Source: an optimization exercise on an open RTL-to-GDS flow (aim: small area). Production flows keep margins and buffers that such runs may drop. Only simulation tests tie the RTL to the original design; equivalence was not proved.

## exp/amber
// keysynth
module keysynth (
    input  wire        clk,
    input  wire        rst,         
    input  wire        req_valid,
    input  wire [31:0] req,
    output reg         resp_valid,
    output wire [15:0] resp,
    output wire [3:0]  coldrv,
    output wire [11:0] dacout
);
    wire [3:0] op = req[31:28];
    reg legal;
    always @(*) begin
        case (op)
            4'h1: legal = (req[27:4] == 24'd0);
            4'h2: legal = (req[27:0] == 28'd0);
            4'h3: legal = (req[27:0] == 28'd0);
            4'h4: legal = (req[27:17] == 11'd0);
            4'h5: legal = (req[27:4] == 24'd0) && (req[3:0] >= 4'd5);
            default: legal = 1'b0;
        endcase
    end
    wire n_scan = req_valid && legal && (op == 4'h1);
    wire n_poll = req_valid && legal && (op == 4'h2);
    wire n_tick = req_valid && legal && (op == 4'h3);
    wire n_freq = req_valid && legal && (op == 4'h4);
    wire n_vol  = req_valid && legal && (op == 4'h5);
    wire n_ill  = req_valid && !legal;
    reg [3:0] c13;           
    reg       dirty_p;       
    reg [2:0] kb;            
    reg [1:0] ks;            
    reg       dirty_k;       
    wire c13_last = (c13 == 4'd12);
    wire kp_last  = (kb == 3'd4) && (ks == 2'd3);
    always @(posedge clk) begin
        if (rst) begin
            c13 <= 4'd0; dirty_p <= 1'b1;
            kb <= 3'd0; ks <= 2'd0; dirty_k <= 1'b1;
        end else begin
            c13 <= c13_last ? 4'd0 : c13 + 4'd1;
  ...
Size in the first run: ~1600 cells after synthesis, about 230 flip-flops, roughly 68 I/O pins, about 12000 um2 of cells after synthesis.
Settings: LEC_CHECK=0, ABC_AREA=1, CAP_MARGIN=20, CORE_MARGIN=2, CORE_UTILIZATION=50, CTS_BUF_LIST=sky130_fd_sc_hd__clkbuf_4, SLEW_MARGIN=20, SYNTH_MEMORY_MAX_BITS=65536; clock period 22.0 ns.
standard.sh (not shown) runs the stock make flow with config.mk's settings and CLKGATE_MAP_FILE= SYNTH_SCRIPT=/design/flow/synth_recipe.tcl, a recipe that flattens the netlist after the stock synthesis.
==> flow/flow/run.sh <==
#!/bin/bash
# Layout flow: the standard flow (standard.sh) with these changes:
#  - synthesis maps the combinational logic with an area-oriented abc
#    script (flow/area.abc) instead of ORFS's abc_area.script, and without
#    ORFS's adder extraction (ADDER_MAP_FILE empty); everything else in
#    synthesis (registers, flattening, renaming) is the standard flow's;
#  - port buffers and pass-through buffers use sky130_fd_sc_hd__buf_1;
#  - clock tree: clkbuf_8 buffers, sink clusters of up to 16 flip-flops
#    within 50 um, no dummy loads.
set -euo pipefail
here=$(pwd)
{
  head -n 1 synth_recipe.tcl
  cat <<EOF
proc abc {args} {
  set out {}
  set i 0
  while {\$i < [llength \$args]} {
    set a [lindex \$args \$i]
    if {\$a eq "-script"} {
      lappend out -script $here/flow/area.abc
      incr i 2
      continue
    }
    lappend out \$a
    incr i
  }
  yosys abc {*}\$out
}
EOF
  tail -n +2 synth_recipe.tcl
} > my_synth.tcl
sed "s#SYNTH_SCRIPT=[^ ]*#SYNTH_SCRIPT=$here/my_synth.tcl#" standard.sh > my_standard.sh
bash my_standard.sh "BUFFER_PORTS_ARGS=-buffer_cell sky130_fd_sc_hd__buf_1" ADDER_MAP_FILE= "MIN_BUF_CELL_AND_PORTS=sky130_fd_sc_hd__buf_1 A X" "CTS_ARGS=-sink_clustering_enable -repair_clock_nets -buf_list sky130_fd_sc_hd__clkbuf_8 -sink_clustering_size 16 -sink_clustering_max_diameter 50 -dont_use_dummy_load" finish > flow_make.log 2>&1
==> flow/flow/area.abc <==
strash
dc2
dc2
&get -n
&deepsyn -T 600
&put
dch -f
amap
topo
--- input diff exp/amber..exp/tundra ---
--- a/flow/design.v
+++ b/flow/design.v
@@ -531,19 +531,19 @@
                 sq   <= 4'd0;
                 st   <= S_FDIV;
             end
             case (st)
                 S_SCANW: if (scan_go) st <= S_SCANR;
                 S_SCANR: if (kb == 3'd3) begin col <= col + 2'd1; st <= S_IDLE; end
                 S_POLLW: if (kp_last) st <= S_POLLR;
                 S_POLLR: begin
                     if (poll_chk && !found && ev != 4'd0) begin
-                        r250[5:0] <= {1'b1, kr[evrow][19], ks, evrow};
+                        r250[5:0] <= {1'b1, |(evsel & {kr3[19], kr2[19], kr1[19], kr0[19]}), ks, evrow};
                     end
                     if (kp_last) st <= S_IDLE;
                 end
                 S_TICKW: if (c13_last) st <= S_TLOW;
                 S_TLOW:  if (c13_last) st <= S_THIGH;
                 S_THIGH: if (c13_last) st <= S_TPOST;
                 S_TPOST: if (c13 == 4'd7) begin st <= S_TSHIFT; sq <= 4'd5; end
                 S_TSHIFT: begin
                     if (sh_go) sq <= sq + 4'd1;
exp/tundra -> exp/amber: multi-input logic portion of the cell area flat. Compared to exp/amber, the router laid down more metal wire for exp/tundra. exp/tundra vs exp/amber, synthesized area divided by synthesized cell count went down by 0.39%. exp/amber → exp/tundra: data required time at the worst endpoint went down by 80 ps, minimum clock period went down by 1120 ps, clock latency on the worst-skew pair was more or less identical, synthesized cell count was more or less identical.

==> re-timing with driven ports <==
No port has a modelled driver above. Below, the same layouts with a new extraction and two added sets of constraints. Step 1 (the two cells are an assumption about what drives the block):
set clk [get_ports {clk}]
set_driving_cell -lib_cell sky130_fd_sc_hd__clkbuf_16 $clk
set_driving_cell -lib_cell sky130_fd_sc_hd__buf_2 [delete_from_list [all_inputs] $clk]
Step 2 also shifts input and output timing later by t, the mid clock arrival at the registers, as if the neighbouring blocks saw the same clock. a / b / c = no drivers / after step 1 / after step 2; a / b = the first two.
run	t (ns)	setup WS [ns]	worst register clock-pin slew, ns
exp/amber	0.555	7.334 / 7.334 / 7.334	0.10 / 0.10
exp/tundra	0.577	8.452 / 8.452 / 8.452	0.10 / 0.10
After both steps setup and hold are still met in every run listed.
